This design comes from an exercise in tuning for small area, a short achievable clock period and few clock cycles on the open sky130 flow, not from production work. Only simulation tests tie the RTL to the original design; equivalence was not proved.

==> flow/design.v (outline; a module is shown in full before it is edited, if it fits) <==
// module rio_slew: 4239 lines
module rio_slew (
    input  wire         clk,
    input  wire         rst,         
    input  wire         in_valid,
    output wire         in_ready,
    input  wire [127:0] vel,         
    input  wire [127:0] scale,       
    input  wire [127:0] mf,          
    input  wire [127:0] mac,         
    input  wire [127:0] dt,          
    input  wire         enable,      
    output reg          out_valid,
    output wire [127:0] freq         
);
  // ...
==> flow/run.sh <==
#!/bin/bash
# synth_recipe.tcl (not shown) runs the flow's synth.tcl, then flattens the netlist and writes it again
# the make line also repeats each setting of config.mk as NAME=value (left out here)
make -C /OpenROAD-flow-scripts/flow DESIGN_CONFIG=/design/flow/config.mk WORK_HOME=/design/flow/orfs CLKGATE_MAP_FILE= SYNTH_SCRIPT=/design/flow/synth_recipe.tcl finish
==> flow/config.mk <==
export PLATFORM = sky130hd
export DESIGN_NAME = rio_slew
export DESIGN_NICKNAME = rio_slew
export VERILOG_FILES = /design/flow/design.v
export SDC_FILE = /design/flow/constraint.sdc
export NUM_CORES = 4
export LEC_CHECK = 0
export CAP_MARGIN = 60
export CORE_MARGIN = 2
export CORE_UTILIZATION = 45
export SLEW_MARGIN = 60
==> flow/constraint.sdc <==
create_clock -name core_clock -period 15.0 [get_ports {clk}]
set_input_delay 3.0000 -clock core_clock [delete_from_list [all_inputs] [get_ports {clk}]]
set_output_delay 3.0000 -clock core_clock [all_outputs]
set_load 0.01 [all_outputs]
==> flow_metrics.tcl, run 1 <==
set metrics [dict create \
    wirelength_um 893600 \
    fin_ws_ns 8.447 \
    grt_start_max_net_pins 120 \
    ys_seq_area_share_pct 26.76 \
    multi_input_area_share_pct 58.35 \
    min_period_ns 6.553 \
    ys.flop_type "edfxtp_1" \
    endpoint_kind "flip-flop" \
    viasPerCell 6.491 \
    area_growth_pct 13.10 \
    die_y_um 653.7 \
    ys_warn_count 1 \
    clkCellAreaFrac_pct 3.651 \
    top_area_cell_class "multi-input gates" \
    critPathKind "flip-flop to flip-flop" \
    synth_top_area_share_pct 20.07 \
    yosysUniqueCellTypes 103 \
    ant_nets 0 \
    gr-usage-met1_pct 48.38 \
    drv_slew 0 \
    max_freq_ghz 0.1526 \
    path_cells "ha_1 > nand4_1 > or2_2 > nor4_2 > nand4_1 > or4_1 > a311o_1 > nand3_1 > o21ai_1 > a31oi_1 > a2111o_1 > xnor2_1 > or3_1 > a21o_4 > buf_4 > buf_6 > o21ai_0" \
    reg2reg_from "tgt[62]" \
    r2r_end "fr[16]" \
    route.met2.wl_um 379800 \
    n_all_buffers 1279 \
    synth_compound_area_share_pct 16.93 \
    num-multi-input-gates 13838 \
    outcome "finished clean" \
    fin_cells 25768 \
    critical-path-top-delay-family "simple AND/OR/NAND/NOR gates" \
    layout_commonest_cell "inv_1" \
    avgRoutedWirePerCell_um 34.68 \
    antenna_found_initial 71 \
    highest_layer "met5" \
    initial_utilization_pct 45.20 \
    worst-path-buf-inv 2 \
    remaining_drc_errors 0 \
    tightest_slew_ns 0.7148 \
]
Testbench counts, summed over its fixed seeds: cycles 864.
==> run 2: changes to the inputs <==
--- a/flow/design.v
+++ b/flow/design.v
@@ -5,17 +5,17 @@
     output wire         in_ready,
     input  wire [127:0] vel,         
     input  wire [127:0] scale,       
     input  wire [127:0] mf,          
     input  wire [127:0] mac,         
     input  wire [127:0] dt,          
     input  wire         enable,      
     output reg          out_valid,
-    output wire [127:0] freq         
+    output reg  [127:0] freq         
 );
     localparam [127:0] FX_MAX = {1'b0, {127{1'b1}}};
     localparam [127:0] FX_MIN = {1'b1, 127'd0};
     function [127:0] sat129(input [128:0] x);
         if (x[128] && !x[127])      sat129 = FX_MIN;
         else if (!x[128] && x[127]) sat129 = FX_MAX;
         else                        sat129 = x[127:0];
     endfunction
@@ -47,23 +47,20 @@
     reg  [127:0] q;           
     reg          qovf, qs;    
     reg  [127:0] HI;          
     reg          x2v, x2job, x2fin;
     reg  [127:0] tgt;         
     reg  [127:0] dv;
     reg          yen;
     reg          yw, yv;
-    reg  [127:0] fr;          
-    reg          rq;          
     reg          fbp, fbn;    
     reg  [127:0] UP, DN;      
     reg          uhi, ulo, dhi, dlo;    
     assign in_ready = rdy;
-    assign freq = rq ? 128'd0 : fr;
     wire accept = in_valid & rdy;
     wire first  = (j == 2'd0);
     wire bshort = &B[127:2*38-1] | ~|B[127:2*38-1];
     wire hit    = cvacc & (&eqp);
     wire startd = mbusy & lastr & ~mjob & missr;
     wire mdone  = mbusy & lastr;
     wire start  = accept | startd;
     wire restart = mbusy & first & wa & ~wb;
@@ -4098,18 +4095,18 @@
     wire ovf = x1sat | (x1lp & ~(&hl | ~|hl));
     wire [127:0] nhi = sat129(-{HI[127], HI});
     wire [127:0] LO  = {nhi[127:1], nhi[0] & ~x2job};
     wire [128:0] qph = {q[127], q} + {HI[127], HI};
     wire hmin = (HI == FX_MIN);
     wire gt2 = qovf ? ~qs : ($signed(q) > $signed(HI));
     wire lt2 = qovf ?  qs : (hmin ? (q != FX_MAX) : qph[128]);
     wire [127:0] res2 = gt2 ? HI : lt2 ? LO : q;
-    wire [128:0] nu = {fr[127], fr} + {dv[127], dv};
-    wire [128:0] nd = {fr[127], fr} - {dv[127], dv};
+    wire [128:0] nu = {freq[127], freq} + {dv[127], dv};
+    wire [128:0] nd = {freq[127], freq} - {dv[127], dv};
     wire c1 = uhi ? 1'b0 : ulo ? (tgt != FX_MIN) : ($signed(tgt) > $signed(UP));
     wire c2 = dhi ? (tgt != FX_MAX) : dlo ? 1'b0 : ($signed(tgt) < $signed(DN));
     wire s_u   = c1 & ~uhi & ~ulo;
     wire s_d   = ~c1 & c2 & ~dhi & ~dlo;
     wire s_t   = ~c1 & ~c2;
     wire s_max = (c1 & uhi) | (~c1 & c2 & dhi);
     wire s_min = (c1 & ulo) | (~c1 & c2 & dlo);
     wire [127:0] nf = ({128{s_u}} & UP) | ({128{s_d}} & DN) | ({128{s_t}} & tgt) |
@@ -4123,29 +4120,31 @@
             lastr     <= 1'b0;
             missr     <= 1'b0;
             cvalid    <= 1'b0;
             x1v       <= 1'b0;
             x2v       <= 1'b0;
             yw        <= 1'b0;
             yv        <= 1'b0;
             out_valid <= 1'b0;
+            freq      <= 128'd0;
         end else begin
             mbusy <= n_mbusy;
             mjob  <= n_mjob;
             lastr <= n_lastr;
             missr <= n_missr;
             j     <= n_j;
             rdy   <= accept ? 1'b0 : (~r_mbusy | (r_lastr & ~(~r_mjob & r_missr)));
             if (rdy) cvalid <= in_valid;
             x1v <= mdone;
             x2v <= x1v;
             yw  <= x2v & x2fin;
             yv  <= yw;
             out_valid <= yv;
+            if (yv) freq <= yen ? nf : 128'd0;
         end
         if (rdy) begin
             wa   <= ~fits(vel);
             wb   <= ~fits(scale);
             jsat <= ~fits(vel) & ~fits(scale);
         end else if (startd) begin
             wa   <= ~fits(r_mac);
             wb   <= ~fits(r_dt);
@@ -4164,19 +4163,16 @@
             cvacc <= cvalid;
         end else if (startd) begin
             A <= r_mac;
             B <= r_dt;
         end else if (restart) begin
             A <= B;
             B <= A;
         end
-        rq <= rst;
-        if (rq) fr <= 128'd0;
-        else if (yv) fr <= yen ? nf : 128'd0;
         if (rdy) begin
             fbp <= vel[127] ^ scale[127];
             fbn <= ~(vel[127] ^ scale[127]);
         end else if (startd) begin
             fbp <= r_mac[127] ^ r_dt[127];
             fbn <= ~(r_mac[127] ^ r_dt[127]);
         end
         bneg  <= nneg;
==> flow/flow/run.sh (new file) <==
#!/bin/bash
# Layout: the standard flow (standard.sh: the standard synthesis and ORFS
# steps, unchanged), at the design's clock period and constraints, with the
# timing repair asked to leave SETUP_SLACK_MARGIN ns of setup slack, so that
# it works on the paths that set the achieved period. make's full output goes
# to flow_make.log; each ORFS step keeps its own log under orfs/logs/.
set -uo pipefail
bash standard.sh SETUP_SLACK_MARGIN=9.5 finish > flow_make.log 2>&1
==> flow/standard.sh (new file) <==
#!/bin/bash
# synth_recipe.tcl (not shown) runs the flow's synth.tcl, then flattens the netlist and writes it again
# the make line also repeats each setting of config.mk as NAME=value (left out here)
make -C /OpenROAD-flow-scripts/flow DESIGN_CONFIG=/design/flow/config.mk WORK_HOME=/design/flow/orfs CLKGATE_MAP_FILE= SYNTH_SCRIPT=/design/flow/synth_recipe.tcl "${@:-finish}"
==> flow/config.mk (replaced) <==
export PLATFORM = sky130hd
export DESIGN_NAME = rio_slew
export DESIGN_NICKNAME = rio_slew
export VERILOG_FILES = /design/flow/design.v
export SDC_FILE = /design/flow/constraint.sdc
export NUM_CORES = 4
export LEC_CHECK = 0
export CAP_MARGIN = 20
export CORE_MARGIN = 2
export CORE_UTILIZATION = 35
export PLACE_DENSITY = 0.45
export SLEW_MARGIN = 20
removed: flow/run.sh
==> flow_metrics.tcl, run 2 <==
set metrics [dict create \
    syn_nets 23543 \
    synth_top_area_share_pct 19.94 \
    gp_congestion 0.9652 \
    synthAdderAreaFrac_pct 25.78 \
    endpoint_kind "flip-flop" \
    setup_viol 0 \
    ant_nets 0 \
    drt_pass1_iterations 6 \
    synth_compound_area_share_pct 16.77 \
    area_growth_pct 15.71 \
    clockRootBuffer "clkbuf_16" \
    synth_common_cells "inv_1, fa_1, xnor2_1, a22oi_1, clkbuf_1" \
    cp-startpoint "C[14]" \
    synth-seq-cells 1979 \
    overflow 0 \
    period_share_pct 37.79 \
    cts_buffers 262 \
    die-area_um2 552000 \
    synthSimpleGateAreaFrac_pct 9.322 \
    drive_gt1_share_pct 7.934 \
    avgSynthCellArea_um2 9.507 \
    pin_count 774 \
    antenna_found_initial 96 \
    ys_seq_area_share_pct 26.58 \
    num_rows 271 \
    final_cell_mix "inv_1, fa_1, xnor2_1" \
    tightest_slew_ns 1.280 \
    yosys.area_share.xor_xnor_pct 11.90 \
    avgRoutedWirePerCell_um 36.49 \
    largest-register "S" \
    hold_path.startpoint "x1job" \
    ys.flop_type "edfxtp_1" \
    r2r_slack_ns 9.33 \
    yosysUniqueCellTypes 100 \
    placed_area_um2 205400 \
    cts.sinks 1979 \
    cp_data_arrival_time_ns 6.50 \
    synth_top_family_by_area "adder cells" \
    finish.utilization_pct 40.63 \
    grt_pass1_vias 165875 \
    synth_most_common_cell "inv_1" \
    min_period_ns 5.669 \
    syn_inst 20103 \
    clk_latency_ns 1.00 \
    die_w_um 742.9 \
    rsz0062_at_grt "true" \
    layout_commonest_cell "inv_1" \
    synthArstFlopShare_pct 0 \
    reg2reg_from "C[14]" \
    dp_hpwl_um 700400 \
    wirelength_um 1012000 \
    viasPerCell 6.024 \
    clockBufferDepth 4 \
    h-tree-depth 5 \
    remaining_drc_errors 0 \
    drv_slew 0 \
    grt_pass1_wl_um 1352000 \
    tns_ns 0 \
    cts_tree "yes" \
    cp.required_ns 15.83 \
    coreArea_um2 544200 \
    vias 167003 \
    muxShareOfSynthArea_pct 1.580 \
    max_freq_ghz 0.1764 \
    drt_iter0_drc 20230 \
    critPathKind "flip-flop to flip-flop" \
    outcome "finished clean" \
    synth_edf_count 1117 \
    layout.nets 23675 \
    die_y_um 742.9 \
    cts.clk_slew.worst_paths_ns 0.07 \
    finalHoldViolations 0 \
    final_area_um2 221100 \
    yosysTopAreaCell "fa_1" \
    hold_class "flip-flop to flip-flop" \
    grt_usage_pct 34.72 \
    maxSlewHeadroom_pct 13.77 \
    maxCapViolCount 0 \
    io_buffers 773 \
    clock_skew_ns 0.07795 \
    startpoint_type "flip-flop" \
    worstPathMaxFanout 6 \
    ys_warn_count 1 \
    largest_reg_flops 135 \
    initial_utilization_pct 35.12 \
    hold_ws_ns 0.3251 \
    syn-cell-area_um2 191100 \
    synth_area_leaders "fa_1, edfxtp_1, dfxtp_1, xnor2_1, ha_1" \
    grt_start_max_net_pins 213 \
]
==> run 2: cell types whose count changed after synthesis, sizes merged, moves of 24 or more <==
cell	previous run	this run
nand2b	67	198
nand3	186	272
a22oi	1248	1224
clkbuf	1176	1145
o21ai	905	775
a222oi	125	0
nor2b	235	113
a21oi	830	731
a221oi	38	170
nand2	944	1096
a211oi	63	203
o21bai	129	167
==> run 2: per-stage QoR <==
stage	std cells	setup WS (ns)
after floorplan	20103	7.914
after global placement	26944	7.499
after detailed placement	26948	8.040
after CTS	27510	9.500
after global routing	27680	9.281
final	27721	9.331
==> run 2: layout make-up <==
cell class | count | area (µm²)
Tap cell | 7234 | 9051
Sequential cell | 1979 | 51070
Clock buffer | 351 | 7301
Clock inverter | 121 | 1399
Antenna cell | 44 | 110.1
Fill cell | 54058 | 323100
Inverter | 2541 | 9570
Multi-Input combinational cell | 14052 | 126200
Timing Repair Buffer | 1399 | 16430
==> run 2: routing by layer <==
| layer | up-vias | part of all wire, % | track usage, % |
|---|---|---|---|
| met3 | 2899 | 10 | 9.242 |
| li1 | 69417 | - | - |
| met4 | 98 | 8.2 | 21.59 |
| met2 | 10761 | 43 | 53.50 |
| met1 | 83828 | 38 | 43.27 |
| met5 | - | 0.11 | 0.1136 |
==> run 2: final timing paths <==
kind / cells after the start / end
setup / recovery: 15 / qovf
setup reg to reg: 15 / qovf
hold / removal: 0 / x2job
hold reg to reg: 0 / x2job
==> run 2: cells by family after synthesis <==
logic type | count (synthesis)
simple gates | 3564
buf+inv | 4083
fa+ha+maj | 2796
compound gates | 4785
flops | 1979
mux | 299
xor+xnor | 2597
==> run 2: worst max-delay path, stage by stage, from the launching register on <==
cell	delay [ns]
dfxtp_1	0.30
ha_1	0.50
nand2_1	0.26
nor4_1	0.60
or4b_1	0.56
a21oi_2	0.31
o211a_1	0.27
o21a_1	0.27
nor2_1	0.15
a211oi_1	0.50
o31ai_1	0.26
a21boi_0	0.89
nand3_1	0.15
nor3_1	0.25
a31o_1	0.18
nand2_1	0.07
==> run 2: timing repair <==
action,CTS,global route
pin swaps,18,22
hold buffers,0,0
setup buffers,67,122
gates cloned,23,44
resized for setup,552,392
setup endpoints to repair,539,351
Testbench counts of run 2, summed over its fixed seeds: cycles 864.

==> re-timing with driven ports <==
Ports are ideal in the flow. The routed layouts listed here were re-timed in OpenROAD.
Step 1 sets driving cells, clkbuf_16 on the clock port and buf_2 on the other inputs (assumed; they add their load-dependent delay and slew).
Step 2 also shifts input and output timing later by t, the mid clock arrival at the registers, as if the neighbouring blocks saw the same clock.
Three values: no drivers, after step 1, after step 2; two values: the first two.
run | t (ns) | setup slack, ns | latest minus earliest clock arrival (ns) | slew at the worst register clock pin (ns) | cell pins on the clock port's net
run 1 | 1.086 | 8.447 / 8.356 / 8.447 | 0.131 / 0.131 | 0.08 / 0.08 | 1
run 2 | 1.082 | 9.331 / 9.331 / 9.216 | 0.082 / 0.083 | 0.07 / 0.07 | 1
After both steps every run listed still meets setup and hold. The setup slack of run 2, which loses most, moves by 0.000 ns with the drivers and by -0.115 ns with both steps.
